Background: an optimization exercise with open tools, aiming at small area and a short achievable clock period. Do not read the settings as production practice.
Only simulation tests tie the RTL to the original design; equivalence was not proved.
Power figures rest on the tool's default switching activity, not on a simulated workload.

==> flow/design.v <==
module xbee_rx (
    input  wire       clk,
    input  wire       rst,         
    input  wire       wr_valid,
    input  wire [7:0] wr_data,
    input  wire       run,
    input  wire [1:0] mode,        
    input  wire       flush,
    output reg  [5:0] avail,
    output reg        out_valid,
    output reg  [1:0] out_kind,
    output reg  [7:0] out_data
);
    localparam CAP = 32;
    localparam ST_HUNT   = 3'd0;
    localparam ST_LEN_HI = 3'd1;
    localparam ST_LEN_LO = 3'd2;
    localparam ST_PAY    = 3'd3;
    localparam ST_CKS    = 3'd4;
    localparam K_PAYLOAD = 2'd0;
    localparam K_FRAME   = 2'd1;
    localparam K_BADCKS  = 2'd2;
    localparam K_SPECIAL = 2'd3;
    localparam [7:0] DELIM = 8'h7E;
    localparam [7:0] ESC   = 8'h7D;
    localparam [7:0] XON   = 8'h11;
    localparam [7:0] XOFF  = 8'h13;
    reg [7:0] sr [0:CAP-1];    
    reg [1:0] ctl_mode;
    reg       nz;           
    reg       mpar;         
    wire mode_change = (mode != ctl_mode);
    wire step        = run && mpar && !mode_change && !flush && nz;
    wire full        = avail[5];
    integer i;
    always @(posedge clk) begin
        if (wr_valid) begin
            sr[0] <= wr_data;
            for (i = 1; i < CAP; i = i + 1)
                sr[i] <= sr[i-1];
        end
    end
    wire [7:0] t0 [0:31];
    wire [7:0] t1 [0:15];
    wire [7:0] t2 [0:7];
    wire [7:0] t3 [0:3];
    wire [7:0] t4 [0:1];
    genvar g;
    generate
        for (g = 0; g < 32; g = g + 1) begin : g_t0
            assign t0[g] = sr[(g + 31) % 32];
        end
        for (g = 0; g < 16; g = g + 1) begin : g_t1
            assign t1[g] = avail[0] ? t0[2*g+1] : t0[2*g];
        end
        for (g = 0; g < 8; g = g + 1) begin : g_t2
            assign t2[g] = avail[1] ? t1[2*g+1] : t1[2*g];
        end
        for (g = 0; g < 4; g = g + 1) begin : g_t3
            assign t3[g] = avail[2] ? t2[2*g+1] : t2[2*g];
        end
        for (g = 0; g < 2; g = g + 1) begin : g_t4
            assign t4[g] = avail[3] ? t3[2*g+1] : t3[2*g];
        end
    endgenerate
    wire [7:0] b_rd = avail[4] ? t4[1] : t4[0];
    reg       ev_step;      
    reg       ev_hunt;      
    reg       ev_esc;       
    reg [7:0] ev_b;
    wire [5:0] avail_m1 = avail - 6'd1;
    wire [5:0] avail_p1 = avail + 6'd1;
    always @(posedge clk) begin
        ev_b <= b_rd;
        ev_esc <= ctl_mode[1];
        if (rst) begin
            avail    <= 6'd0;
            nz       <= 1'b0;
            ctl_mode <= 2'd0;
            mpar     <= 1'b0;
            ev_step  <= 1'b0;
            ev_hunt  <= 1'b0;
        end else begin
            ctl_mode <= mode;
            mpar     <= (mode == 2'd1) || (mode == 2'd2);
            ev_step  <= step;
            ev_hunt  <= mode_change;
            if (flush) begin
                avail <= {5'd0, wr_valid};
                nz    <= wr_valid;
            end else if (step) begin
                if (!wr_valid) begin
                    avail <= avail_m1;
                    nz    <= (avail != 6'd1);
                end
            end else if (wr_valid) begin
                if (!full)
                    avail <= avail_p1;
                nz <= 1'b1;
            end
        end
    end
    reg  [2:0]  state;
    reg         esc;
    reg  [15:0] rem;      
    reg  [7:0]  sum;
    wire [7:0] b = ev_b;
    wire [7:0] v = {b[7:6], b[5] ^ esc, b[4:0]};
    reg  [2:0]  n_state;
    reg         n_esc;
    reg  [15:0] n_rem;
    reg  [7:0]  n_sum;
    reg         n_item;
    reg  [1:0]  n_kind;
    reg  [7:0]  n_data;
    reg         deliver;
    always @(*) begin
        n_state = state;
        n_esc   = esc;
        n_rem   = rem;
        n_sum   = sum;
        n_item  = 1'b0;
        n_kind  = K_PAYLOAD;
        n_data  = v;
        deliver = 1'b0;
        if (state == ST_HUNT) begin
            if (b == DELIM) begin
                n_state = ST_LEN_HI;
                n_esc   = 1'b0;
            end
        end else if (!ev_esc) begin
            deliver = 1'b1;
        end else if (esc) begin
            n_esc   = 1'b0;
            deliver = 1'b1;
        end else if (b == ESC) begin
            n_esc = 1'b1;
        end else if (b == DELIM) begin
            n_item  = 1'b1;
            n_kind  = K_SPECIAL;
            n_state = ST_LEN_HI;
        end else if (b == XON || b == XOFF) begin
            n_item  = 1'b1;
            n_kind  = K_SPECIAL;
            n_state = ST_HUNT;
        end else begin
            deliver = 1'b1;
        end
        if (deliver) begin
            case (state)
                ST_LEN_HI: begin
                    n_rem[15:8] = v;
                    n_state     = ST_LEN_LO;
                end
                ST_LEN_LO: begin
                    n_rem[7:0] = v;
                    n_sum      = 8'h00;
                    n_state    = ({rem[15:8], v} != 16'h0000) ? ST_PAY : ST_CKS;
                end
                ST_PAY: begin
                    n_item = 1'b1;
                    n_kind = K_PAYLOAD;
                    n_sum  = sum + v;
                    n_rem  = rem - 16'd1;
                    if (rem == 16'd1)
                        n_state = ST_CKS;
                end
                default: begin  
                    n_item = 1'b1;
                    if (v == ~sum) begin
                        n_kind = K_FRAME;
                    end else begin
                        n_kind = K_BADCKS;
                        n_data = ~sum;
                    end
                    n_state = ST_HUNT;
                end
            endcase
        end
    end
    always @(posedge clk) begin
        if (rst) begin
            state     <= ST_HUNT;
            esc       <= 1'b0;
            out_valid <= 1'b0;
        end else if (ev_hunt) begin
            state     <= ST_HUNT;
            esc       <= 1'b0;
            out_valid <= 1'b0;
        end else begin
            if (ev_step) begin
                state <= n_state;
                esc   <= n_esc;
            end
            out_valid <= ev_step && n_item;
        end
        if (ev_step) begin
            rem <= n_rem;
            sum <= n_sum;
        end
        out_kind <= n_kind;
        out_data <= n_data;
    end
endmodule
Settings: LEC_CHECK=0, CAP_MARGIN=20, CORE_MARGIN=2, CORE_UTILIZATION=30, SETUP_SLACK_MARGIN=3.8, SLEW_MARGIN=20; clock period 6.0 ns.
run.sh (not shown) runs the stock make flow with config.mk's settings and CLKGATE_MAP_FILE= SYNTH_SCRIPT=/design/flow/synth_recipe.tcl, a recipe that flattens the netlist after the stock synthesis.
Rerun with:
--- a/flow/design.v
+++ b/flow/design.v
@@ -27,11 +27,14 @@
     localparam [7:0] XOFF  = 8'h13;
     reg [7:0] sr [0:CAP-1];    
     reg [1:0] ctl_mode;
+    reg [4:0] ridx;         
     reg       nz;           
-    reg       mpar;         
+    reg       full;         
+    reg       m_api;        
+    reg       m_esc;        
     wire mode_change = (mode != ctl_mode);
-    wire step        = run && mpar && !mode_change && !flush && nz;
-    wire full        = avail[5];
+    wire mode_ok     = (m_api && mode == 2'd1) || (m_esc && mode == 2'd2);
+    wire step        = run && mode_ok && !flush && nz;
     integer i;
     always @(posedge clk) begin
         if (wr_valid) begin
@@ -40,63 +43,66 @@
                 sr[i] <= sr[i-1];
         end
     end
-    wire [7:0] t0 [0:31];
     wire [7:0] t1 [0:15];
     wire [7:0] t2 [0:7];
     wire [7:0] t3 [0:3];
     wire [7:0] t4 [0:1];
     genvar g;
     generate
-        for (g = 0; g < 32; g = g + 1) begin : g_t0
-            assign t0[g] = sr[(g + 31) % 32];
-        end
         for (g = 0; g < 16; g = g + 1) begin : g_t1
-            assign t1[g] = avail[0] ? t0[2*g+1] : t0[2*g];
+            assign t1[g] = ridx[0] ? sr[2*g+1] : sr[2*g];
         end
         for (g = 0; g < 8; g = g + 1) begin : g_t2
-            assign t2[g] = avail[1] ? t1[2*g+1] : t1[2*g];
+            assign t2[g] = ridx[1] ? t1[2*g+1] : t1[2*g];
         end
         for (g = 0; g < 4; g = g + 1) begin : g_t3
-            assign t3[g] = avail[2] ? t2[2*g+1] : t2[2*g];
+            assign t3[g] = ridx[2] ? t2[2*g+1] : t2[2*g];
         end
         for (g = 0; g < 2; g = g + 1) begin : g_t4
-            assign t4[g] = avail[3] ? t3[2*g+1] : t3[2*g];
+            assign t4[g] = ridx[3] ? t3[2*g+1] : t3[2*g];
         end
     endgenerate
-    wire [7:0] b_rd = avail[4] ? t4[1] : t4[0];
+    wire [7:0] b_rd = ridx[4] ? t4[1] : t4[0];
     reg       ev_step;      
     reg       ev_hunt;      
     reg       ev_esc;       
     reg [7:0] ev_b;
-    wire [5:0] avail_m1 = avail - 6'd1;
-    wire [5:0] avail_p1 = avail + 6'd1;
+    wire dec = step && !wr_valid;                  
+    wire inc = !step && !flush && wr_valid && !full;   
     always @(posedge clk) begin
-        ev_b <= b_rd;
-        ev_esc <= ctl_mode[1];
+        ev_b   <= b_rd;
+        ev_esc <= m_esc;
         if (rst) begin
             avail    <= 6'd0;
+            ridx     <= 5'd31;
             nz       <= 1'b0;
+            full     <= 1'b0;
             ctl_mode <= 2'd0;
-            mpar     <= 1'b0;
+            m_api    <= 1'b0;
+            m_esc    <= 1'b0;
             ev_step  <= 1'b0;
             ev_hunt  <= 1'b0;
         end else begin
             ctl_mode <= mode;
-            mpar     <= (mode == 2'd1) || (mode == 2'd2);
+            m_api    <= (mode == 2'd1);
+            m_esc    <= (mode == 2'd2);
             ev_step  <= step;
             ev_hunt  <= mode_change;
             if (flush) begin
                 avail <= {5'd0, wr_valid};
+                ridx  <= wr_valid ? 5'd0 : 5'd31;
                 nz    <= wr_valid;
-            end else if (step) begin
-                if (!wr_valid) begin
-                    avail <= avail_m1;
-                    nz    <= (avail != 6'd1);
-                end
-            end else if (wr_valid) begin
-                if (!full)
-                    avail <= avail_p1;
-                nz <= 1'b1;
+                full  <= 1'b0;
+            end else if (dec) begin
+                avail <= avail - 6'd1;
+                ridx  <= ridx - 5'd1;
+                nz    <= (ridx != 5'd0);
+                full  <= 1'b0;
+            end else if (inc) begin
+                avail <= avail + 6'd1;
+                ridx  <= ridx + 5'd1;
+                nz    <= 1'b1;
+                full  <= (ridx == 5'd30);
             end
         end
     end
=> Total power went up by 2.8%; clock power went down by about 7%; area after synthesis went up by 2.2%; global-route usage went down by 0.12 points; worst setup slack gets worse by 0.39 ns; core utilization went down by 0.21 points; die area went up by 2.2%; critical path depth went up by 10; non-clock buffer count went up by 10.

## static timing again, ports no longer ideal
Ports are ideal in the flow. The routed layouts listed here were re-timed in OpenROAD. Step 1, drivers: a clkbuf_16 drives clk and a buf_2 each remaining input, both assumed. Step 2, shift: input delay + t, output delay - t, t = (earliest + latest rising clock arrival at the registers) / 2. This alone moves slack from input paths to output paths. a / b / c = ideal / step 1 / step 2; a / b = the first two.
run | shift t [ns] | slack for setup (ns) | worst register clock-pin slew, ns
the first run | 0.561 | 3.717 / 3.670 / 3.318 | 0.06 / 0.06
the second run | 0.543 | 3.332 / 3.331 / 2.788 | 0.06 / 0.06
After both steps every run listed still meets setup and hold. The setup slack of the second run, which loses most, moves by -0.001 ns with the drivers and by -0.544 ns with both steps.
